Context: an optimization exercise on an open-source flow, tuned for small area, a short achievable clock period and few clock cycles per item. The choices shown serve that exercise and are no tape-out recipe. Function was checked by simulation only, so behaviour that the tests miss may differ from the original. No activity file was given, so power comes from the tool's default toggle rates.

--- flow/standard.sh ---
#!/bin/bash
# synth_recipe.tcl (not shown) runs the flow's synth.tcl, then flattens the netlist and writes it again
# the make line also repeats each setting of config.mk as NAME=value (left out here)
make -C /OpenROAD-flow-scripts/flow DESIGN_CONFIG=/design/flow/config.mk WORK_HOME=/design/flow/orfs CLKGATE_MAP_FILE= SYNTH_SCRIPT=/design/flow/synth_recipe.tcl "${@:-finish}"
--- flow/design.v ---
module si7021_unit (
    input  wire        clk,
    input  wire        rst,           
    input  wire        in_valid,
    output wire        in_ready,
    input  wire [7:0]  in_op,
    input  wire [63:0] in_a,
    input  wire [47:0] in_b,
    input  wire [7:0]  in_c,
    input  wire [23:0] in_n,
    output reg         out_valid,
    output wire [1:0]  out_fault,
    output reg  [63:0] out_r0,
    output reg  [31:0] out_r1
);
    genvar gk;
    wire [7:0] n1 = in_n[7:0];
    wire i_10 = (in_op == 8'h10);
    wire raw_a = in_op[4];
    wire [7:0] a0 = in_a[7:0],   a1 = in_a[15:8],  a2 = in_a[23:16], a3 = in_a[31:24];
    wire [7:0] a4 = in_a[39:32], a5 = in_a[47:40], a6 = in_a[55:48], a7 = in_a[63:56];
    wire [7:0] b0 = in_b[7:0],   b1 = in_b[15:8],  b3 = in_b[31:24], b4 = in_b[39:32];
    wire [63:0] pack;
    assign pack[7:0]   = a0;
    assign pack[15:8]  = raw_a ? a1 : in_op[3] ? b0 : a2;
    assign pack[23:16] = raw_a ? a2 : a4;
    assign pack[31:24] = raw_a ? a3 : a6;
    assign pack[39:32] = raw_a ? a4 : b0;
    assign pack[47:40] = raw_a ? a5 : b1;
    assign pack[55:48] = raw_a ? a6 : b3;
    assign pack[63:56] = raw_a ? a7 : b4;
    wire [3:0] len = i_10 ? 4'd1 : ((n1[7:3] != 5'd0) ? 4'd8 : {1'b0, n1[2:0]});
    wire [7:0] g1_x0 = a0;
    wire [7:0] g1_x1 = a1 ^ a2;
    wire [7:0] g1_x2 = a3 ^ a4;
    wire [7:0] g1_x3 = a5 ^ a6;
    wire [7:0] g1_t0, g1_t1, g1_t2, g1_t3;
    assign g1_t0[0] = ^(g1_x0 & 8'h59);
    assign g1_t0[1] = ^(g1_x0 & 8'hB2);
    assign g1_t0[2] = ^(g1_x0 & 8'h64);
    assign g1_t0[3] = ^(g1_x0 & 8'hC8);
    assign g1_t0[4] = ^(g1_x0 & 8'hC9);
    assign g1_t0[5] = ^(g1_x0 & 8'hCB);
    assign g1_t0[6] = ^(g1_x0 & 8'h96);
    assign g1_t0[7] = ^(g1_x0 & 8'h2C);
    assign g1_t1[0] = ^(g1_x1 & 8'h59);
    assign g1_t1[1] = ^(g1_x1 & 8'hB2);
    assign g1_t1[2] = ^(g1_x1 & 8'h64);
    assign g1_t1[3] = ^(g1_x1 & 8'hC8);
    assign g1_t1[4] = ^(g1_x1 & 8'hC9);
    assign g1_t1[5] = ^(g1_x1 & 8'hCB);
    assign g1_t1[6] = ^(g1_x1 & 8'h96);
    assign g1_t1[7] = ^(g1_x1 & 8'h2C);
    assign g1_t2[0] = ^(g1_x2 & 8'h59);
    assign g1_t2[1] = ^(g1_x2 & 8'hB2);
    assign g1_t2[2] = ^(g1_x2 & 8'h64);
    assign g1_t2[3] = ^(g1_x2 & 8'hC8);
    assign g1_t2[4] = ^(g1_x2 & 8'hC9);
    assign g1_t2[5] = ^(g1_x2 & 8'hCB);
    assign g1_t2[6] = ^(g1_x2 & 8'h96);
    assign g1_t2[7] = ^(g1_x2 & 8'h2C);
    assign g1_t3[0] = ^(g1_x3 & 8'h59);
    assign g1_t3[1] = ^(g1_x3 & 8'hB2);
    assign g1_t3[2] = ^(g1_x3 & 8'h64);
    assign g1_t3[3] = ^(g1_x3 & 8'hC8);
    assign g1_t3[4] = ^(g1_x3 & 8'hC9);
    assign g1_t3[5] = ^(g1_x3 & 8'hCB);
    assign g1_t3[6] = ^(g1_x3 & 8'h96);
    assign g1_t3[7] = ^(g1_x3 & 8'h2C);
    wire [3:0] g1bad = {g1_t3 != a7, g1_t2 != a5, g1_t1 != a3, g1_t0 != a1};
    wire [7:0] g2_p0 = b0, g2_q0 = b1;
    wire [7:0] g2_p1 = b3, g2_q1 = b4;
    wire [7:0] g2_u0, g2_v0, g2_u1, g2_v1;
    assign g2_u0[0] = ^(g2_p0 & 8'hCE);
    assign g2_u0[1] = ^(g2_p0 & 8'h9C);
    assign g2_u0[2] = ^(g2_p0 & 8'h39);
    assign g2_u0[3] = ^(g2_p0 & 8'h72);
    assign g2_u0[4] = ^(g2_p0 & 8'h2B);
    assign g2_u0[5] = ^(g2_p0 & 8'h99);
    assign g2_u0[6] = ^(g2_p0 & 8'h33);
    assign g2_u0[7] = ^(g2_p0 & 8'h67);
    assign g2_v0[0] = ^(g2_q0 & 8'h59);
    assign g2_v0[1] = ^(g2_q0 & 8'hB2);
    assign g2_v0[2] = ^(g2_q0 & 8'h64);
    assign g2_v0[3] = ^(g2_q0 & 8'hC8);
    assign g2_v0[4] = ^(g2_q0 & 8'hC9);
    assign g2_v0[5] = ^(g2_q0 & 8'hCB);
    assign g2_v0[6] = ^(g2_q0 & 8'h96);
    assign g2_v0[7] = ^(g2_q0 & 8'h2C);
    assign g2_u1[0] = ^(g2_p1 & 8'hCE);
    assign g2_u1[1] = ^(g2_p1 & 8'h9C);
    assign g2_u1[2] = ^(g2_p1 & 8'h39);
    assign g2_u1[3] = ^(g2_p1 & 8'h72);
    assign g2_u1[4] = ^(g2_p1 & 8'h2B);
    assign g2_u1[5] = ^(g2_p1 & 8'h99);
    assign g2_u1[6] = ^(g2_p1 & 8'h33);
    assign g2_u1[7] = ^(g2_p1 & 8'h67);
    assign g2_v1[0] = ^(g2_q1 & 8'h59);
    assign g2_v1[1] = ^(g2_q1 & 8'hB2);
    assign g2_v1[2] = ^(g2_q1 & 8'h64);
    assign g2_v1[3] = ^(g2_q1 & 8'hC8);
    assign g2_v1[4] = ^(g2_q1 & 8'hC9);
    assign g2_v1[5] = ^(g2_q1 & 8'hCB);
    assign g2_v1[6] = ^(g2_q1 & 8'h96);
    assign g2_v1[7] = ^(g2_q1 & 8'h2C);
    wire [1:0] g2bad = {(g2_u1 ^ g2_v1) != in_b[47:40], (g2_u0 ^ g2_v0) != in_b[23:16]};
    reg        v_q;
    reg [63:0] d_q;
    reg [7:0]  c_q;
    reg [7:0]  op_q;
    reg [3:0]  len_q;
    reg [23:0] n_q;
    reg [3:0]  g1_q;
    reg [1:0]  g2_q;
    always @(posedge clk) begin
        if (rst)
            v_q <= 1'b0;
        else
            v_q <= in_valid;
        d_q    <= pack;
        c_q    <= in_c;
        op_q   <= in_op;
        len_q  <= len;
        n_q    <= in_n;
        g1_q   <= g1bad;
        g2_q   <= g2bad;
    end
    wire [7:0] op = op_q;
    wire op_10 = (op == 8'h10);
    wire op_11 = (op == 8'h11);
    wire op_12 = (op == 8'h12);
    wire op_20 = (op == 8'h20);
    wire op_21 = (op == 8'h21);
    wire op_22 = (op == 8'h22);
    wire op_23 = (op == 8'h23);
    wire op_24 = (op == 8'h24);
    wire op_25 = (op == 8'h25);
    wire op_26 = (op == 8'h26);
    wire op_28 = (op == 8'h28);
    wire op_29 = (op == 8'h29);
    wire op_2a = (op == 8'h2A);
    wire op_2b = (op == 8'h2B);
    wire op_2c = (op == 8'h2C);
    wire op_2d = (op == 8'h2D);
    wire op_30 = (op == 8'h30);
    wire op_31 = (op == 8'h31);
    wire op_32 = (op == 8'h32);
    wire legal = op_10 | op_11 | op_12 | op_20 | op_21 | op_22 | op_23 |
                 op_24 | op_25 | op_26 | op_28 | op_29 | op_2a | op_2b |
                 op_2c | op_2d | op_30 | op_31 | op_32;
    wire crc_op   = op_10 | op_11;
    wire cnv_op   = op_31 | op_32;
    wire lengths_ok   = (n_q == 24'h010608);     
    wire sentinel = (op_20 | op_21) & ~lengths_ok;
    wire id_ok    = op_20 & lengths_ok;
    wire [7:0] en;
    generate
        for (gk = 0; gk < 8; gk = gk + 1) begin : g_en
            assign en[gk] = (len_q > gk);
        end
    endgenerate
    wire [7:0] c_tinv;
    assign c_tinv[0] = ^(c_q & 8'h18);
    assign c_tinv[1] = ^(c_q & 8'h30);
    assign c_tinv[2] = ^(c_q & 8'h61);
    assign c_tinv[3] = ^(c_q & 8'hC2);
    assign c_tinv[4] = ^(c_q & 8'h9D);
    assign c_tinv[5] = ^(c_q & 8'h23);
    assign c_tinv[6] = ^(c_q & 8'h46);
    assign c_tinv[7] = ^(c_q & 8'h8C);
    wire [63:0] crc_x;
    assign crc_x[7:0] = en[0] ? (d_q[7:0] ^ c_q) : 8'h00;
    generate
        for (gk = 1; gk < 7; gk = gk + 1) begin : g_crcx
            assign crc_x[8*gk +: 8] = en[gk] ? d_q[8*gk +: 8] : 8'h00;
        end
    endgenerate
    assign crc_x[63:56] = en[7] ? d_q[63:56] : (en[0] ? 8'h00 : c_tinv);
    wire [2:0] back = 3'd0 - len_q[2:0];
    wire [7:0] crc_c8;
    wire cx_0 = crc_x[10] ^ crc_x[11];
    wire cx_1 = crc_x[16] ^ cx_0;
    wire cx_2 = crc_x[8] ^ crc_x[9];
    wire cx_3 = crc_x[12] ^ crc_x[13];
    wire cx_4 = crc_x[14] ^ crc_x[19];
    wire cx_5 = crc_x[15] ^ crc_x[17];
    wire cx_6 = crc_x[18] ^ crc_x[23];
    wire cx_7 = crc_x[21] ^ crc_x[26];
    wire cx_8 = crc_x[22] ^ crc_x[27];
    wire cx_9 = crc_x[24] ^ crc_x[25];
    wire cx_10 = crc_x[28] ^ crc_x[29];
    wire cx_11 = crc_x[31] ^ crc_x[32];
    wire cx_12 = crc_x[39] ^ crc_x[45];
    wire cx_13 = crc_x[46] ^ crc_x[48];
    wire cx_14 = crc_x[47] ^ crc_x[49];
    wire cx_15 = crc_x[51] ^ crc_x[62];
    wire cx_16 = crc_x[52] ^ crc_x[63];
    wire cx_17 = cx_9 ^ cx_11;
    wire cx_18 = crc_x[1] ^ cx_17;
    wire cx_19 = crc_x[2] ^ cx_1;
    wire cx_20 = crc_x[3] ^ cx_16;
    wire cx_21 = crc_x[4] ^ crc_x[53];
    wire cx_22 = crc_x[5] ^ crc_x[59];
    wire cx_23 = crc_x[6] ^ cx_2;
    wire cx_24 = crc_x[30] ^ cx_14;
    wire cx_25 = crc_x[33] ^ cx_3;
    wire cx_26 = crc_x[36] ^ cx_10;
    wire cx_27 = crc_x[37] ^ cx_12;
    wire cx_28 = crc_x[38] ^ cx_13;
    wire cx_29 = crc_x[41] ^ cx_5;
    wire cx_30 = crc_x[43] ^ cx_4;
    wire cx_31 = crc_x[56] ^ cx_15;
    wire cx_32 = crc_x[0] ^ crc_x[42];
    wire cx_33 = crc_x[7] ^ crc_x[40];
    wire cx_34 = crc_x[20] ^ crc_x[44];
    wire cx_35 = crc_x[34] ^ crc_x[35];
    wire cx_36 = crc_x[50] ^ crc_x[54];
    wire cx_37 = crc_x[53] ^ cx_22;
    wire cx_38 = crc_x[55] ^ crc_x[57];
    wire cx_39 = crc_x[58] ^ crc_x[61];
    wire cx_40 = crc_x[59] ^ cx_7;
    wire cx_41 = crc_x[60] ^ cx_1;
    wire cx_42 = cx_6 ^ cx_8;
    wire cx_43 = cx_7 ^ cx_20;
    wire cx_44 = cx_8 ^ cx_18;
    wire cx_45 = cx_19 ^ cx_21;
    wire cx_46 = cx_23 ^ cx_24;
    wire cx_47 = cx_26 ^ cx_27;
    wire cx_48 = cx_29 ^ cx_34;
    wire cx_49 = cx_30 ^ cx_33;
    wire cx_50 = cx_31 ^ cx_40;
    wire cx_51 = cx_39 ^ cx_48;
    wire cx_52 = cx_41 ^ cx_49;
    assign crc_c8[0] = ^{crc_x[18], crc_x[20], crc_x[55], crc_x[60], cx_12, cx_17, cx_19, cx_25, cx_32, cx_36, cx_46, cx_50};
    assign crc_c8[1] = ^{crc_x[9], crc_x[17], crc_x[34], crc_x[46], crc_x[50], crc_x[51], crc_x[61], cx_25, cx_38, cx_43, cx_44, cx_52};
    assign crc_c8[2] = ^{crc_x[14], crc_x[25], crc_x[26], crc_x[28], crc_x[40], crc_x[47], crc_x[48], crc_x[52], cx_15, cx_25, cx_35, cx_42, cx_45, cx_51};
    assign crc_c8[3] = ^{crc_x[8], crc_x[11], crc_x[27], crc_x[32], crc_x[45], crc_x[49], crc_x[54], crc_x[62], cx_3, cx_4, cx_6, cx_26, cx_29, cx_32, cx_35, cx_37, cx_43};
    assign crc_c8[4] = ^{crc_x[15], crc_x[35], crc_x[63], cx_13, cx_14, cx_30, cx_44, cx_45, cx_47, cx_50};
    assign crc_c8[5] = ^{crc_x[10], crc_x[13], crc_x[21], crc_x[31], crc_x[42], crc_x[44], cx_5, cx_20, cx_22, cx_23, cx_28, cx_31, cx_38, cx_42, cx_47};
    assign crc_c8[6] = ^{crc_x[0], crc_x[22], crc_x[24], crc_x[57], crc_x[58], cx_6, cx_10, cx_16, cx_21, cx_27, cx_28, cx_46, cx_52};
    assign crc_c8[7] = ^{crc_x[7], crc_x[12], crc_x[19], crc_x[23], crc_x[29], crc_x[39], cx_0, cx_2, cx_18, cx_24, cx_28, cx_36, cx_37, cx_51};
    wire [15:0] code = d_q[15:0];
    wire is_t = op_q[1];
    wire tie = (code[13:0] == 14'h2000);
    wire rnd_down = tie & (code[14] ^ ~is_t);
    wire [29:0] cz = {14'd0, code};
    wire [29:0] cn = {14'd0, ~code};
    wire [29:0] pp0 = cz;
    wire [29:0] pp1 = cz << 5;
    wire [29:0] pp2 = cz << 12;
    wire [29:0] pp3 = is_t ? (cz << 8) : (cn << 10);
    wire [29:0] pp4 = is_t ? (cz << 3) : (cz << 4);
    wire [29:0] pp5 = is_t ? 30'd0     : (cz << 2);
    wire [29:0] kof = is_t ? (30'h1FFF - (30'd4685 << 14))
                           : (30'h1FFF - (30'd600 << 14) + 30'h3C000400);
    function [59:0] csa;             
        input [29:0] x, y, z;
        begin
            csa[29:0]  = x ^ y ^ z;
            csa[59:30] = {((x & y) | (x & z) | (y & z)), 1'b0};
        end
    endfunction
    wire [59:0] l1a = csa(pp0, pp1, pp2);
    wire [59:0] l1b = csa(pp3, pp4, pp5);
    wire [59:0] l2a = csa(l1a[29:0], l1a[59:30], l1b[29:0]);
    wire [59:0] l3a = csa(l2a[29:0], l2a[59:30], l1b[59:30]);
    wire [59:0] l4a = csa(l3a[29:0], l3a[59:30], kof);
    wire [29:0] sx = l4a[29:0];
    wire [29:0] sy = l4a[59:30];      
    function [2:0] dev_label;
        input [7:0] m;
        begin
            if (m == 8'h00 || m == 8'hFF) dev_label = 3'd0;
            else if (m == 8'h0D)          dev_label = 3'd1;
            else if (m == 8'h14)          dev_label = 3'd2;
            else if (m == 8'h15)          dev_label = 3'd3;
            else                          dev_label = 3'd4;
        end
    endfunction
    function [1:0] fw_label;
        input [7:0] f;
        begin
            if (f == 8'hFF)      fw_label = 2'd0;
            else if (f == 8'h20) fw_label = 2'd1;
            else                 fw_label = 2'd2;
        end
    endfunction
    function [15:0] heater_current;
        input [3:0] l;
        begin
            case (l)
                4'd0: heater_current = 16'd309;
                4'd1: heater_current = 16'd917;
                4'd2: heater_current = 16'd1525;
                4'd3: heater_current = 16'd2133;
                4'd4: heater_current = 16'd2741;
                4'd5: heater_current = 16'd3349;
                4'd6: heater_current = 16'd3957;
                4'd7: heater_current = 16'd4565;
                4'd8: heater_current = 16'd5173;
                4'd9: heater_current = 16'd5781;
                4'd10: heater_current = 16'd6389;
                4'd11: heater_current = 16'd6997;
                4'd12: heater_current = 16'd7605;
                4'd13: heater_current = 16'd8213;
                4'd14: heater_current = 16'd8821;
                4'd15: heater_current = 16'd9429;
            endcase
        end
    endfunction
    wire [7:0] u = d_q[7:0];
    wire [7:0] h = d_q[15:8];
    wire [1:0] sel = {u[7], u[0]};
    reg  [3:0] hres, tres;
    always @(*) begin
        case (sel)
            2'd0: begin hres = 4'd12; tres = 4'd14; end
            2'd1: begin hres = 4'd8;  tres = 4'd12; end
            2'd2: begin hres = 4'd10; tres = 4'd13; end
            default: begin hres = 4'd11; tres = 4'd11; end
        endcase
    end
    wire [15:0] hcur  = heater_current(op_q[0] ? h[3:0] : u[3:0]);
    wire [7:0] dev_in = op_25 ? u : d_q[39:32];
    wire [7:0] fw_in  = op_26 ? u : c_q;
    wire [2:0] dev_l  = dev_label(dev_in);
    wire [1:0] fw_l   = fw_label(fw_in);
    wire [7:0] step = {c_q[6:0], 1'b0} ^ ((u[7] ^ c_q[7]) ? 8'h31 : 8'h00);
    wire g1_any = |g1_q;
    wire g2_any = |g2_q;
    wire [63:0] r0 =
          ({64{id_ok | op_24}}   & d_q)
        | ({64{sentinel}}        & {40'hFF_FFFF_FFFF, n_q})
        | ({64{crc_op}}          & {53'd0, back, crc_c8})
        | ({64{op_12}}           & {48'd0, u[6:0], 1'b0, step})
        | ({64{op_28}}           & {31'd0, u[6], 7'd0, u[2], 4'd0, tres, 4'd0, hres, 6'd0, sel})
        | ({64{op_29 | op_2c}}   & {60'd0, u[3:0]})
        | ({64{op_2a}}           & {48'd0, hcur})
        | ({64{op_2b}}           & {56'd0, c_q[1], u[6:1], c_q[0]})
        | ({64{op_2d}}           & {15'd0, u[6], hcur, h, u, h[3:0], 3'd0, u[2], tres, hres})
        | ({64{op_30}}           & {48'd0, u, h})
        | ({64{~legal}}          & {56'd0, op})
        | ({64{cnv_op}}          & {4'd0, sy[29:1], ~rnd_down, sx});
    wire [28:0] r1 =
          ({29{id_ok}}           & {3'b100, g2_any, g1_any, 2'd0, fw_l, 1'b0, dev_l, c_q, d_q[39:32]})
        | ({29{op_21 & lengths_ok}}  & {1'b1, 28'd0})
        | ({29{op_22}}           & {4'd0, g1_any, 24'd0})
        | ({29{op_23}}           & {3'd0, g2_any, 25'd0})
        | ({29{op_25}}           & {10'd0, dev_l, 8'd0, u})
        | ({29{op_26}}           & {7'd0, fw_l, 4'd0, u, 8'd0})
        | ({29{sentinel}}        & {2'b00, 3'b100, 2'd0, 2'd2, 1'b0, 3'd5, 8'h00, 8'hFF});
    reg        v2_q;
    reg [63:0] r0_q;
    reg [28:0] r1_q;
    reg        crc_q, cnv_q, fault_q;
    always @(posedge clk) begin
        if (rst)
            v2_q <= 1'b0;
        else
            v2_q <= v_q;
        r0_q    <= r0;
        r1_q    <= r1;
        crc_q   <= crc_op;
        cnv_q   <= cnv_op;
        fault_q <= ~legal;
    end
    wire [7:0] crc_c8q = r0_q[7:0];
    wire [2:0] back_q = r0_q[10:8];
    wire [7:0] crc_i4, crc_i2, crc_i1;
    assign crc_i4[0] = ^(crc_c8q & 8'hDB);
    assign crc_i4[1] = ^(crc_c8q & 8'hB7);
    assign crc_i4[2] = ^(crc_c8q & 8'h6E);
    assign crc_i4[3] = ^(crc_c8q & 8'hDD);
    assign crc_i4[4] = ^(crc_c8q & 8'h60);
    assign crc_i4[5] = ^(crc_c8q & 8'h1B);
    assign crc_i4[6] = ^(crc_c8q & 8'h36);
    assign crc_i4[7] = ^(crc_c8q & 8'h6D);
    wire [7:0] crc_s4 = back_q[2] ? crc_i4 : crc_c8q;
    assign crc_i2[0] = ^(crc_s4 & 8'h5F);
    assign crc_i2[1] = ^(crc_s4 & 8'hBE);
    assign crc_i2[2] = ^(crc_s4 & 8'h7D);
    assign crc_i2[3] = ^(crc_s4 & 8'hFA);
    assign crc_i2[4] = ^(crc_s4 & 8'hAA);
    assign crc_i2[5] = ^(crc_s4 & 8'h0B);
    assign crc_i2[6] = ^(crc_s4 & 8'h17);
    assign crc_i2[7] = ^(crc_s4 & 8'h2F);
    wire [7:0] crc_s2 = back_q[1] ? crc_i2 : crc_s4;
    assign crc_i1[0] = ^(crc_s2 & 8'h18);
    assign crc_i1[1] = ^(crc_s2 & 8'h30);
    assign crc_i1[2] = ^(crc_s2 & 8'h61);
    assign crc_i1[3] = ^(crc_s2 & 8'hC2);
    assign crc_i1[4] = ^(crc_s2 & 8'h9D);
    assign crc_i1[5] = ^(crc_s2 & 8'h23);
    assign crc_i1[6] = ^(crc_s2 & 8'h46);
    assign crc_i1[7] = ^(crc_s2 & 8'h8C);
    wire [7:0] crc_res = back_q[0] ? crc_i1 : crc_s2;
    wire [30:0] ax = {r0_q[29:0], r0_q[30]};
    wire [30:0] ay = {r0_q[59:31], 1'b0, r0_q[30]};
    wire [30:0] kg0 = ax & ay, kp0 = ax ^ ay;
    wire [30:0] kg1 = kg0 | (kp0 & {kg0[29:0], 1'b0});
    wire [30:0] kp1 = kp0 & {kp0[29:0], 1'b0};
    wire [30:0] kg2 = kg1 | (kp1 & {kg1[28:0], 2'b0});
    wire [30:0] kp2 = kp1 & {kp1[28:0], 2'b0};
    wire [30:0] kg3 = kg2 | (kp2 & {kg2[26:0], 4'b0});
    wire [30:0] kp3 = kp2 & {kp2[26:0], 4'b0};
    wire [30:0] kg4 = kg3 | (kp3 & {kg3[22:0], 8'b0});
    wire [30:0] kp4 = kp3 & {kp3[22:0], 8'b0};
    wire [30:0] kg5 = kg4 | (kp4 & {kg4[14:0], 16'b0});
    wire [30:0] sum31 = kp0 ^ {kg5[29:0], 1'b0};
    wire [15:0] cnv = sum31[30:15];
    reg [63:0] r0f;
    always @(*) begin
        r0f = r0_q;
        if (crc_q) r0f[10:0] = {3'd0, crc_res};
        if (cnv_q) r0f[59:0] = {44'd0, cnv};
    end
    reg fault3_q;
    assign in_ready  = 1'b1;
    assign out_fault = {fault3_q, fault3_q};
    always @(posedge clk) begin
        if (rst)
            out_valid <= 1'b0;
        else
            out_valid <= v2_q;
        fault3_q <= fault_q;
        out_r0   <= r0f;
        out_r1   <= {3'd0, r1_q};
    end
endmodule
--- flow/constraint.sdc ---
create_clock -name core_clock -period 13.0 [get_ports {clk}]
set_input_delay 2.6000 -clock core_clock [delete_from_list [all_inputs] [get_ports {clk}]]
set_output_delay 2.6000 -clock core_clock [all_outputs]
set_load 0.01 [all_outputs]
--- flow/flow/run.sh ---
#!/bin/bash
set -euo pipefail
bash standard.sh SETUP_SLACK_MARGIN=9.45 "BUFFER_PORTS_ARGS=-buffer_cell sky130_fd_sc_hd__buf_2" finish > standard_flow.log 2>&1
--- flow/config.mk ---
export PLATFORM = sky130hd
export DESIGN_NAME = si7021_unit
export DESIGN_NICKNAME = si7021_unit
export VERILOG_FILES = /design/flow/design.v
export SDC_FILE = /design/flow/constraint.sdc
export NUM_CORES = 4
export LEC_CHECK = 0
export CAP_MARGIN = 20
export CORE_MARGIN = 2
export CORE_UTILIZATION = 40
export CTS_CLUSTER_DIAMETER = 100
export CTS_CLUSTER_SIZE = 30
export SLEW_MARGIN = 20
==> results of run 1 <==
==> repair_timing <==
item | in CTS | in global routing
pin swaps | 0 | 6
setup buffers | 7 | 11
setup endpoints to repair | 117 | 113
resized for setup | 74 | 90
==> synth_stat cells, types with 37 or more instances <==
cell and instances:
dfxtp_1 299, xnor2_1 252, nand2_1 167, xor2_1 117, inv_1 108, ha_1 90, o21ai_0 88, nor2_1 79
clkbuf_1 71, nor2b_1 58, fa_1 55, a21oi_1 52, mux2_2 52, nand3_1 37
==> cell families (layout without fill, tap and decap cells) <==
kind of cell | count (synthesis) | count (layout) | synth area share (%)
XOR/XNOR | 383 | 383 | 19.36
buffers and inverters | 225 | 421 | 5.445
adder cells (fa/ha/maj) | 145 | 145 | 12.18
AO/OA/AOI/OAI | 337 | 337 | 12.84
AND/OR/NAND/NOR | 469 | 469 | 12.85
multiplexers | 77 | 77 | 4.569
flip-flops | 299 | 299 | 32.72
other | 2 | 11 | 0.04105
==> worst max-delay path by stage <==
stage                    start          to
floorplan             in_a[51]     g1_q[3]
global placement      in_op[4]    len_q[1]
detailed placement    in_op[4]    len_q[2]
CTS                     d_q[3]    r0_q[13]
global route           op_q[1]    r0_q[15]
finish              out_r0[25]  out_r0[25]
==> registers in the layout, summed over array words and instances (netlist names), 2 cells and up <==
| name | cells |
|---|---|
| r1_q | 25 |
| c_q | 8 |
| d_q | 64 |
| g1_q | 4 |
| out_r0 | 64 |
| n_q | 24 |
| out_r1 | 25 |
| len_q | 4 |
| g2_q | 2 |
| op_q | 8 |
| r0_q | 64 |
==> final cells by class <==
type	count	share of cell area, %
multi-input cells	1420	54.75
flip-flops and latches	299	28.39
repair buffers	290	9.058
well taps	600	3.509
inverters	108	1.947
clock buffers	16	1.819
clock inverters	7	0.5029
diodes	2	0.02339
==> per-stage QoR <==
stage / cells / cell area, µm² / setup WS, ns
after global routing: 2740 / 21390 / 9.354
after floorplan: 1944 / 18650 / 9.267
after global placement: 2699 / 20170 / 8.955
after detailed placement: 2699 / 20180 / 8.918
after CTS: 2729 / 20990 / 9.372
final: 2742 / 21400 / 9.406
==> routing by layer <==
metal  global-route usage (%)  vias to the layer above  wire (µm)
met1                    37.85                     7203      29460
li1                         -                     6976          -
met4                    11.20                        0       2997
met3                    3.682                      121       4606
met5                        0                        -          0
met2                    41.32                      673      28500
==> report_power, final <==
group          total (mW)  switching [mW]  internal, mW
combinational        1.11           0.634         0.476
clock               0.570           0.319         0.250
sequential           1.02          0.0644         0.951
total                2.69            1.02          1.68
==> impl_metrics.toml, run 1 <==
[critical_path]
cpLargestDelayFamily = "flip-flops"
r2r_slack_ns = 9.42
cp.depth = 1
critPathLaunchType = "flop"
cpPeakStageDelay_ns = 0.34
r2r_start = "op_q[1]"
cp.arrival_ns = 0.99
path_class = "flop to primary output"
worstPathBufferInverterCount = 1
critPathMaxFanout = 1
slowest_stage = "dfxtp_2"
r2r_cells = 11
r2r-end = "r0_q[15]"
critical_path.cell_chain = "buf_6"
end_kind = "primary output"
crit_required_ns = 10.40

[finish]
final_cell_mix = "xnor2_1, dfxtp_1, buf_2, nand2_1, xor2_1"
finish.utilization_pct = 47.25
regArea_um2 = 6075
layout_commonest_cell = "xnor2_1"
drive_gt1_share_pct = 23.50
fillers = 4345
multi_input_area_um2 = 11720
syn_to_final_growth_pct = 16.97
fin_nets = 2434

[route]
routedWlPerCell_um = 23.91
ant_nets = 0
drt_iter0_drc = 1497
first_pass_iters = 5
num_vias = 14970
via_per_inst = 5.461
wl_um = 65560
drc = 0

[clocking]
htreeDepth = 1
postCtsHoldBufs = 0
cts_made_buffers = 15
cts_buffer_depth = 3
numClockSinks = 299
cts_root_buf = "clkbuf_16"
cts_tree = "done"
clk_pin_slew_worst_paths_ns = 0.11
insertion_delay_ns = 0.54

[floorplan]
coreArea_um2 = 45280
rows = 78
die_y_um = 217.9
io_pins = 255
die_area_um2 = 47460
start_util_pct = 40.40
die_width_um = 217.9

[power_and_ir_drop]
vdd_drop_max_mv = 0.08174
power_density_nw_per_um2 = 125.9
power_mw = 2.695
leakage_nw = 9.181

[timing]
slew_viol_final = 0
setup_tns_ns = 0
slew_headroom_pct = 24.20
final_hold_viol_count = 0
setup_viol = 0
finClkSkew_ns = 0.03979
whs_ns = 0.3302
fin_crit_ns = 3.594
finalCritPeriodShare_pct = 27.65
max_freq_ghz = 0.2782
tightest_slew_ns = 1.127
rsz0062_at_grt = "true"

[hold_path]
hp-start = "r1_q[1]"
min_path_cells = 0
min_to = "out_r1[1]"
hp-class = "flop to flop"

[global_routing]
grt_pass1_vias = 14660
antenna_found_initial = 0
grt_overflow = 0
grt_pass1_wl_um = 95120
grt_max_degree = 67
grt_use_total_pct = 26.90

[logic_synthesis]
synthDistinctLibCells = 84
ys_dominant_reg_cell = "dfxtp_1"
synth_edf_count = 0
yosysWarnings = 1
synthArstFlopShare_pct = 0
synth_top_area_share_pct = 32.72
netlist_area_um2 = 18290
synth_seq_cells = 299
yosys-top-cells-area = "dfxtp_1, xnor2_1, ha_1, fa_1, xor2_1"
avgSynthCellArea_um2 = 9.444
syn_inst = 1937
ys_seq_area_share_pct = 32.72
yosysTopAreaCell = "dfxtp_1"

[placed_design]
gp_congestion = 1.000
dpl.hpwl_um = 52280
io_buffers = 246

[run_status]
status = "no timing/DRC/antenna violations"

[job]
timing.max_cap.violations = 0
Testbench counts, summed over its fixed seeds: cycles 4,824, ops 4,800.
==> run 2: changes to the inputs <==
==> flow/flow/run.sh (replaced) <==
#!/bin/bash
set -euo pipefail
bash standard.sh SETUP_SLACK_MARGIN=9.3 "BUFFER_PORTS_ARGS=-buffer_cell sky130_fd_sc_hd__buf_2" finish > standard_flow.log 2>&1
--- a/flow/config.mk
+++ b/flow/config.mk
@@ -10,3 +10,3 @@
 export CORE_UTILIZATION = 40
-export CTS_CLUSTER_DIAMETER = 100
+export CTS_CLUSTER_DIAMETER = 60
 export CTS_CLUSTER_SIZE = 30
==> impl_metrics.toml, run 2 <==
[run_status]
status = "no timing/DRC/antenna violations"

[power_and_ir_drop]
p_seq_share_pct = 34.1
power_mw = 2.972
p_comb_share_pct = 36.5
power_density_nw_per_um2 = 139.9
switchingPower_mw = 1.142
clkPwrFrac_pct = 29.4
leakage_nw = 9.272
vdd_drop_max_mv = 0.09230
swShare_pct = 38.42
p_int_mw = 1.830

[finish]
drive_gt1_share_pct = 20.39
diodes = 0
reg.largest.list = "d_q (64), out_r0 (64), r0_q (64)"
finish.utilization_pct = 46.92
design_area_um2 = 21250
syn_to_final_growth_pct = 16.16
fillers = 4310
fin_cells = 2758
multi_input_area_um2 = 11520
fin_nets = 2438
regArea_um2 = 6003
final_cell_mix = "dfxtp_1, buf_2, xnor2_1, nand2_1, xor2_1"
layout_commonest_cell = "dfxtp_1"

[placed_design]
gp_congestion = 0.9627
dp_slack_ns = 8.655
dp_cells = 2703
dpl.hpwl_um = 53140
placed_area_um2 = 20060
io_buffers = 246

[timing]
finClkSkew_ns = 0.02440
worst_slack_ns = 9.311
rsz0062_at_grt = "true"
whs_ns = 0.3258
setup_viol = 0
slew_headroom_pct = 33.35
max_freq_ghz = 0.2710
final_hold_viol_count = 0
setup_tns_ns = 0
fin_crit_ns = 3.689
tightest_slew_ns = 0.9924
slew_viol_final = 0
finalCritPeriodShare_pct = 28.38

[floorplan]
start_util_pct = 40.40
die_width_um = 217.9
coreArea_um2 = 45280
io_pins = 255
die_area_um2 = 47460
die_y_um = 217.9
rows = 78

[logic_synthesis]
synth_commonest_cells = "dfxtp_1, xnor2_1, nand2_1"
syn_inst = 1937
yosysWarnings = 1
synthDistinctLibCells = 84
synth_edf_count = 0
synth_seq_cells = 299
netlist_area_um2 = 18290
yosys-top-cells-area = "dfxtp_1, xnor2_1, ha_1, fa_1, xor2_1"
synth_top_area_share_pct = 32.72
yosysTopAreaCell = "dfxtp_1"
synthArstFlopShare_pct = 0
avgSynthCellArea_um2 = 9.444
synth.most_common_cell = "dfxtp_1"
ys_dominant_reg_cell = "dfxtp_1"
ys_seq_area_share_pct = 32.72

[clocking]
postCtsHoldBufs = 0
cts_made_buffers = 26
insertion_delay_ns = 0.59
cts_tree = "done"
numClockSinks = 299
cts_root_buf = "clkbuf_16"
clk_pin_slew_worst_paths_ns = 0.09
htreeDepth = 1
cts_buffer_depth = 3

[critical_path]
path_common_cell = "buf_4"
end_kind = "flop"
crit_required_ns = 13.52
path_class = "flop to flop"
slowest_stage = "or4b_1"
cp.arrival_ns = 4.21
cpPeakStageDelay_ns = 0.61
critPathLaunchType = "flop"
critical_path.cell_chain = "or4b_1 -> nor2_1 -> nand2_1 -> or3_1 -> buf_4 -> inv_1 -> buf_4 -> a222oi_1 -> o211ai_1 -> a221oi_1 -> o21ai_0"
critPathMaxFanout = 47

[route]
route.layer.met1.wl_um = 30300
num_vias = 15150
routedWlPerCell_um = 24.33
drc = 0
wl_met2_um = 28720
met3_length_um = 5335
via_per_inst = 5.494
highest_layer = "met4"
ant_nets = 0
drt_iter0_drc = 1434
wl_um = 67100
first_pass_iters = 6

[global_routing]
grt_pass1_vias = 14780
antenna_found_initial = 0
grt_max_degree = 67
grt_use_total_pct = 27.65
grt_overflow = 0
grt_pass1_wl_um = 97630

[hold_path]
hp-class = "flop to flop"

[job]
timing.max_cap.violations = 0
-- run 2: final timing paths --
check / start / slack (ns) / depth (start not counted) / end
max: op_q[5] / 9.31 / 11 / r0_q[3]
min: fault_q / 0.33 / 0 / fault3_q
max reg2reg: op_q[5] / 9.31 / 11 / r0_q[3]
min reg2reg: fault_q / 0.33 / 0 / fault3_q
-- run 2: worst max-delay path: cells and delay by family (launching register included) --
kind | cells | cell delay (ns)
AOI/OAI and AO/OA | 4 | 0.55
buffers and inverters | 3 | 0.99
DFF | 1 | 0.54
and+or+nand+nor | 4 | 1.47
-- run 2: power groups by stage --
stage,sequential (mW),clock (mW),combinational (mW)
floorplan,0.995,0,0.720
global placement,1.03,0,1.04
detailed placement,1.03,0,1.04
CTS,1.01,0.895,1.06
global route,1.01,0.931,1.16
finish,1.01,0.875,1.08
-- run 2: per-layer routing --
metal  vias up  global-route usage, %
li1       7011                      -
met5         -                      0
met3       130                  3.724
met1      7303                  39.72
met4         0                  10.66
met2       709                  41.92
-- run 2: what timing repair did --
item | CTS | global route
hold endpoints to repair | 0 | 0
setup buffers | 5 | 2
gates resized for setup | 8 | 23
pin swaps | 0 | 1
setup endpoints to repair | 26 | 21
-- run 2: cell families (layout without fill, tap and decap cells) --
| kind of cell | Yosys count | in the layout | share of synthesized area [%] |
|---|---|---|---|
| DFF | 299 | 299 | 32.72 |
| other | 2 | 9 | 0.04105 |
| xor gates and xnor gates | 383 | 383 | 19.36 |
| AOI/OAI and AO/OA | 337 | 337 | 12.84 |
| adders and majority gates | 145 | 145 | 12.18 |
| and+or+nand+nor | 469 | 469 | 12.85 |
| muxes | 77 | 77 | 4.569 |
| buffers and inverters | 225 | 439 | 5.445 |
-- run 2: area by class of cell --
type,instances,area share (%)
sequential,299,28.25
timing repair buffer,283,7.267
multi-input combinational,1420,54.22
inverter,108,1.943
clock inverter,22,1.725
clock buffer,26,3.062
tap,600,3.533
==> run 3: changes to the inputs <==
--- a/flow/config.mk
+++ b/flow/config.mk
@@ -10,3 +10,3 @@
 export CORE_UTILIZATION = 40
-export CTS_CLUSTER_DIAMETER = 60
+export CTS_CLUSTER_DIAMETER = 100
 export CTS_CLUSTER_SIZE = 30
==> impl_metrics.toml, run 3 <==
[run_status]
status = "no timing/DRC/antenna violations"

[clocking]
numClockSinks = 299
cts_root_buf = "clkbuf_16"
cts_made_buffers = 15
cts_tree = "done"
clk_pin_slew_worst_paths_ns = 0.11
cts_buffer_depth = 3
insertion_delay_ns = 0.55
htreeDepth = 1

[logic_synthesis]
ys_dominant_reg_cell = "dfxtp_1"
synth_edf_count = 0
synth_commonest_cells = "dfxtp_1, xnor2_1, nand2_1"
yosysTopAreaCell = "dfxtp_1"
synth_top_area_share_pct = 32.72
avgSynthCellArea_um2 = 9.444
yosys-top-cells-area = "dfxtp_1, xnor2_1, ha_1, fa_1, xor2_1"
syn_inst = 1937
netlist_area_um2 = 18290
synth.most_common_cell = "dfxtp_1"
synthArstFlopShare_pct = 0
synthDistinctLibCells = 84
synth_seq_cells = 299
yosysWarnings = 1
ys_seq_area_share_pct = 32.72

[route]
wl_met2_um = 29020
ant_nets = 0
drc = 0
route.layer.met1.wl_um = 30470
via_per_inst = 5.503
routedWlPerCell_um = 24.53
highest_layer = "met4"
drt_iter0_drc = 1463
num_vias = 15040
first_pass_iters = 5
met3_length_um = 5101
wl_um = 67030

[timing]
max_freq_ghz = 0.2736
setup_viol = 0
slew_headroom_pct = 32.65
slew_viol_final = 0
worst_slack_ns = 9.345
fin_crit_ns = 3.655
tightest_slew_ns = 1.003
finClkSkew_ns = 0.05670
rsz0062_at_grt = "true"
final_hold_viol_count = 0
setup_tns_ns = 0
finalCritPeriodShare_pct = 28.11

[global_routing]
grt_use_total_pct = 27.68
grt_overflow = 0
grt_pass1_wl_um = 97520
antenna_found_initial = 0
grt_pass1_vias = 14670
grt_max_degree = 67

[critical_path]
cpLargestDelayFamily = "simple AND/OR/NAND/NOR gates"
critPathMaxFanout = 47
crit_required_ns = 13.46
critPathLaunchType = "flop"
cp.arrival_ns = 4.11
critical_path.cell_chain = "or4b_1 -> nor2_1 -> nand2_1 -> or3_1 -> buf_4 -> inv_1 -> buf_4 -> a222oi_1 -> o211ai_1 -> a221oi_1 -> o21ai_0"
path_class = "flop to flop"
cpPeakStageDelay_ns = 0.61
worstPathBufferInverterCount = 3
path_common_cell = "buf_4"
end_kind = "flop"
slowest_stage = "or4b_1"

[floorplan]
io_pins = 255
coreArea_um2 = 45280
die_width_um = 217.9
start_util_pct = 40.40
die_area_um2 = 47460
rows = 78
die_y_um = 217.9

[finish]
drive_gt1_share_pct = 19.55
diodes = 0
layout_commonest_cell = "dfxtp_1"
reg.largest.list = "d_q (64), out_r0 (64), r0_q (64)"
final_cell_mix = "dfxtp_1, buf_2, xnor2_1, nand2_1, xor2_1"
design_area_um2 = 20730
fin_nets = 2429
fillers = 4347
syn_to_final_growth_pct = 13.32

[hold_path]
hp-class = "flop to flop"

[placed_design]
dp_slack_ns = 8.655
placed_area_um2 = 20060
io_buffers = 246
dpl.hpwl_um = 53140
gp_congestion = 0.9627

[power_and_ir_drop]
vdd_drop_max_mv = 0.1072
power_density_nw_per_um2 = 128.3
leakage_nw = 9.021

[job]
timing.max_cap.violations = 0
## run 3: changes by cell type in the layout (fill, tap and decap cells not counted), moves of 2 or more
cell,change
inv_12,-2
inv_16,-5
clkbuf_16,-11
dfxtp_2,+2
clkinv_8,-7
dfxtp_1,-2
## run 3: metal layers
layer / up-vias / track usage, %
met1: 7306 / 39.78
met5: - / 0
met4: 0 / 9.909
li1: 6955 / -
met3: 102 / 3.794
met2: 676 / 42.27
## run 3: final cells by class
cell class | instances | area [µm²] | share of cell area (%)
multi-input combinational | 1420 | 11520 | 55.56
clock buffer | 16 | 379.1 | 1.829
tap | 600 | 750.7 | 3.622
sequential | 299 | 6006 | 28.97
clock inverter | 5 | 96.34 | 0.4648
timing repair buffer | 285 | 1563 | 7.539
inverter | 108 | 416.7 | 2.010
## run 3: timing repair
item                                    in CTS  in global routing
buffers inserted                             5                  4
gates resized for setup                      9                 26
hold buffers                                 0                  0
endpoints found under the setup margin      28                 20
gates cloned                                 0                  0
endpoints found under the hold margin        0                  0
## run 3: report_power, final
group / internal [mW] / switching, mW / leakage, nW
combinational: 0.458 / 0.628 / 6.33
sequential: 0.951 / 0.0624 / 2.46
clock: 0.243 / 0.318 / 0.229
total: 1.65 / 1.01 / 9.02
## run 3: cell families (layout without fill, tap and decap cells)
kind of cell	after synthesis	after routing	share of synthesized area (%)
simple gates	469	469	12.85
xor+xnor	383	383	19.36
compound gates	337	337	12.84
flops	299	299	32.72
buf+inv	225	414	5.445
fa+ha+maj	145	145	12.18
mux	77	77	4.569
other cells	2	9	0.04105
## run 3: final timing paths
path             from  cells past startpoint  slack, ns         end
max reg2reg   op_q[5]                     11       9.35     r0_q[3]
min          r1_q[25]                      0       0.34  out_r1[25]
max           op_q[5]                     11       9.35     r0_q[3]
min reg2reg  r1_q[25]                      0       0.34  out_r1[25]
## run 3: stage by stage
step,hold WS (ns),power (mW),cells,utilization (%)
final,0.3360,2.660,2733,45.78
after global routing,0.3393,2.777,2733,45.78
after CTS,0.3369,2.651,2729,45.55
after detailed placement,0.3121,2.078,2703,44.31
after global placement,0.3096,2.076,2703,44.31
after floorplan,0.3096,1.715,1944,-
==> run 4: changes to the inputs <==
==> flow/flow/run.sh (replaced) <==
#!/bin/bash
set -euo pipefail
bash standard.sh SETUP_SLACK_MARGIN=9.15 "BUFFER_PORTS_ARGS=-buffer_cell sky130_fd_sc_hd__buf_2" finish > standard_flow.log 2>&1
==> impl_metrics.toml, run 4 <==
[clocking]
insertion_delay_ns = 0.55
cts_buffer_depth = 3
htreeDepth = 1
cts_root_buf = "clkbuf_16"
cts_made_buffers = 16
cts_tree = "done"
numClockSinks = 299
clk_pin_slew_worst_paths_ns = 0.10

[timing]
setup_viol = 0
worst_slack_ns = 9.261
tightest_slew_ns = 1.037
setup_tns_ns = 0
fin_crit_ns = 3.739
rsz0062_at_grt = "true"
slew_headroom_pct = 30.77
max_freq_ghz = 0.2674
finClkSkew_ns = 0.03189
finalCritPeriodShare_pct = 28.76
slew_viol_final = 0
final_hold_viol_count = 0

[finish]
final_cell_mix = "dfxtp_1, xnor2_1, buf_2, nand2_1, xor2_1"
fin_nets = 2430
layout_commonest_cell = "dfxtp_1"
reg.largest.list = "d_q (64), out_r0 (64), r0_q (64)"
drive_gt1_share_pct = 18.69
finish.utilization_pct = 45.63
syn_to_final_growth_pct = 12.95

[route]
num_vias = 14980
routedWlPerCell_um = 24.12
wl_um = 66010
drc = 0
drt_iter0_drc = 1310
first_pass_iters = 6
via_per_inst = 5.473
ant_nets = 0

[logic_synthesis]
synth_edf_count = 0
synth_seq_cells = 299
ys_dominant_reg_cell = "dfxtp_1"
syn_inst = 1937
netlist_area_um2 = 18290
yosysWarnings = 1
synthDistinctLibCells = 84
synth_top_area_share_pct = 32.72
yosys-top-cells-area = "dfxtp_1, xnor2_1, ha_1, fa_1, xor2_1"
synth_commonest_cells = "dfxtp_1, xnor2_1, nand2_1"
ys_seq_area_share_pct = 32.72
synthArstFlopShare_pct = 0
avgSynthCellArea_um2 = 9.444
synth.most_common_cell = "dfxtp_1"
yosysTopAreaCell = "dfxtp_1"

[power_and_ir_drop]
vdd_drop_max_mv = 0.08591
power_mw = 2.681
power_density_nw_per_um2 = 129.7
leakage_nw = 9.013

[global_routing]
grt_pass1_wl_um = 95720
grt_pass1_vias = 14800
grt_max_degree = 67
antenna_found_initial = 2
grt_use_total_pct = 27.15
grt_overflow = 0

[placed_design]
dp_slack_ns = 8.814
gp_congestion = 0.9761
dpl.hpwl_um = 52910
io_buffers = 246

[run_status]
status = "no timing/DRC/antenna violations"

[critical_path]
path_class = "flop to flop"
cpPeakStageDelay_ns = 0.56
cpLargestDelayFamily = "XOR/XNOR gates"
slowest_stage = "dfxtp_1"
end_kind = "flop"
critPathLaunchType = "flop"
worstPathBufferInverterCount = 1
cp.arrival_ns = 4.23
crit_required_ns = 13.49
critical_path.cell_chain = "inv_1 -> ha_1 -> nor3b_2 -> or2_1 -> nand2_1 -> xnor2_1 -> xnor2_1 -> xnor3_1 -> xnor2_1 -> xnor2_1 -> a221o_1"
path_common_cell = "xnor2_1"
critPathMaxFanout = 8

[floorplan]
die_area_um2 = 47460
coreArea_um2 = 45280
io_pins = 255
die_y_um = 217.9
die_width_um = 217.9
rows = 78
start_util_pct = 40.40

[hold_path]
hp-class = "flop to flop"

[job]
timing.max_cap.violations = 0
run 4: power breakdown:
group	switching (mW)	internal, mW
registers	0.0607	0.951
clock network	0.335	0.257
logic	0.629	0.449
run 4: metal layers:
layer / track usage (%) / routed length, µm / vias up
met1: 38.09 / 29270 / 7099
li1: - / - / 6979
met5: 0 / 0 / -
met4: 13.27 / 3559 / 0
met2: 41.15 / 28170 / 773
met3: 3.417 / 5003 / 129
run 4: logic make-up after synthesis:
kind of cell | share of synthesized area, %
simple gates | 12.85
mux | 4.569
fa+ha+maj | 12.18
xor+xnor | 19.36
compound gates | 12.84
flops | 32.72
buf+inv | 5.445
other cells | 0.04105
run 4: worst register-to-register path: stages (launching register included):
cell,delay (ns)
dfxtp_1,0.56
inv_1,0.13
ha_1,0.31
nor3b_2,0.37
or2_1,0.34
nand2_1,0.18
xnor2_1,0.17
xnor2_1,0.25
xnor3_1,0.42
xnor2_1,0.17
xnor2_1,0.53
a221o_1,0.26
run 4: what timing repair did:
item                                    in CTS  in global routing
endpoints found under the setup margin      12                 12
cloned                                       0                  1
setup buffers                                0                 10
hold buffers                                 0                  0
resized for setup                            5                  9
run 4: through the flow:
step	instances	area [µm²]	hold WS, ns
floorplan	1944	18350	0.3096
global placement	2701	19970	0.3116
detailed placement	2701	19980	0.3121
CTS	2724	20520	0.3370
global route	2735	20660	0.3396
finish	2737	20660	0.3343
run 4: worst paths after layout:
| check | start | to | slack, ns | cells past startpoint |
|---|---|---|---|---|
| setup / recovery | len_q[0] | r0_q[5] | 9.26 | 11 |
| hold reg to reg | r1_q[25] | out_r1[25] | 0.33 | 0 |
| hold / removal | r1_q[25] | out_r1[25] | 0.33 | 0 |
| setup reg to reg | len_q[0] | r0_q[5] | 9.26 | 11 |
run 4: layout make-up:
| cell class | count | area [µm²] |
|---|---|---|
| clock inverters | 5 | 83.83 |
| fillers | 4414 | 24620 |
| diodes | 2 | 5.005 |
| inverters | 108 | 412.9 |
| repair buffers | 285 | 1565 |
| well taps | 600 | 750.7 |
| flip-flops and latches | 299 | 5996 |
| multi-input cells | 1420 | 11410 |
| clock buffers | 18 | 439.2 |

what the ideal ports hide:
In the flow no input, the clock included, has a driving cell. The finished layouts below were timed again as built, in two steps.
Step 1 (the two cells are an assumption about what drives the block):
set clk [get_ports {clk}]
set_driving_cell -lib_cell sky130_fd_sc_hd__clkbuf_16 $clk
set_driving_cell -lib_cell sky130_fd_sc_hd__buf_2 [delete_from_list [all_inputs] $clk]
Step 2 adds t to the input delays and takes it off the output delays; t is the mean of the earliest and latest rising clock arrival at the registers after step 1. Input paths then give back, and output paths get back, about the clock's delay inside the block.
Three values: ideal, step 1, step 2; two values: the first two.
| run | t (ns) | slack for setup (ns) | hold slack, ns | latest minus earliest clock arrival (ns) |
|---|---|---|---|---|
| run 1 | 0.580 | 9.406 / 9.351 / 8.998 | 0.330 / 0.330 / 0.330 | 0.041 / 0.041 |
| run 2 | 0.638 | 9.311 / 9.283 / 8.926 | 0.326 / 0.326 / 0.326 | 0.024 / 0.024 |
| run 3 | 0.584 | 9.345 / 9.328 / 8.896 | 0.336 / 0.336 / 0.336 | 0.056 / 0.057 |
| run 4 | 0.595 | 9.261 / 9.261 / 8.842 | 0.334 / 0.334 / 0.334 | 0.032 / 0.032 |
After both steps every run listed still meets setup and hold. The setup slack of run 3, which loses most, moves by -0.017 ns with the drivers and by -0.449 ns with both steps.
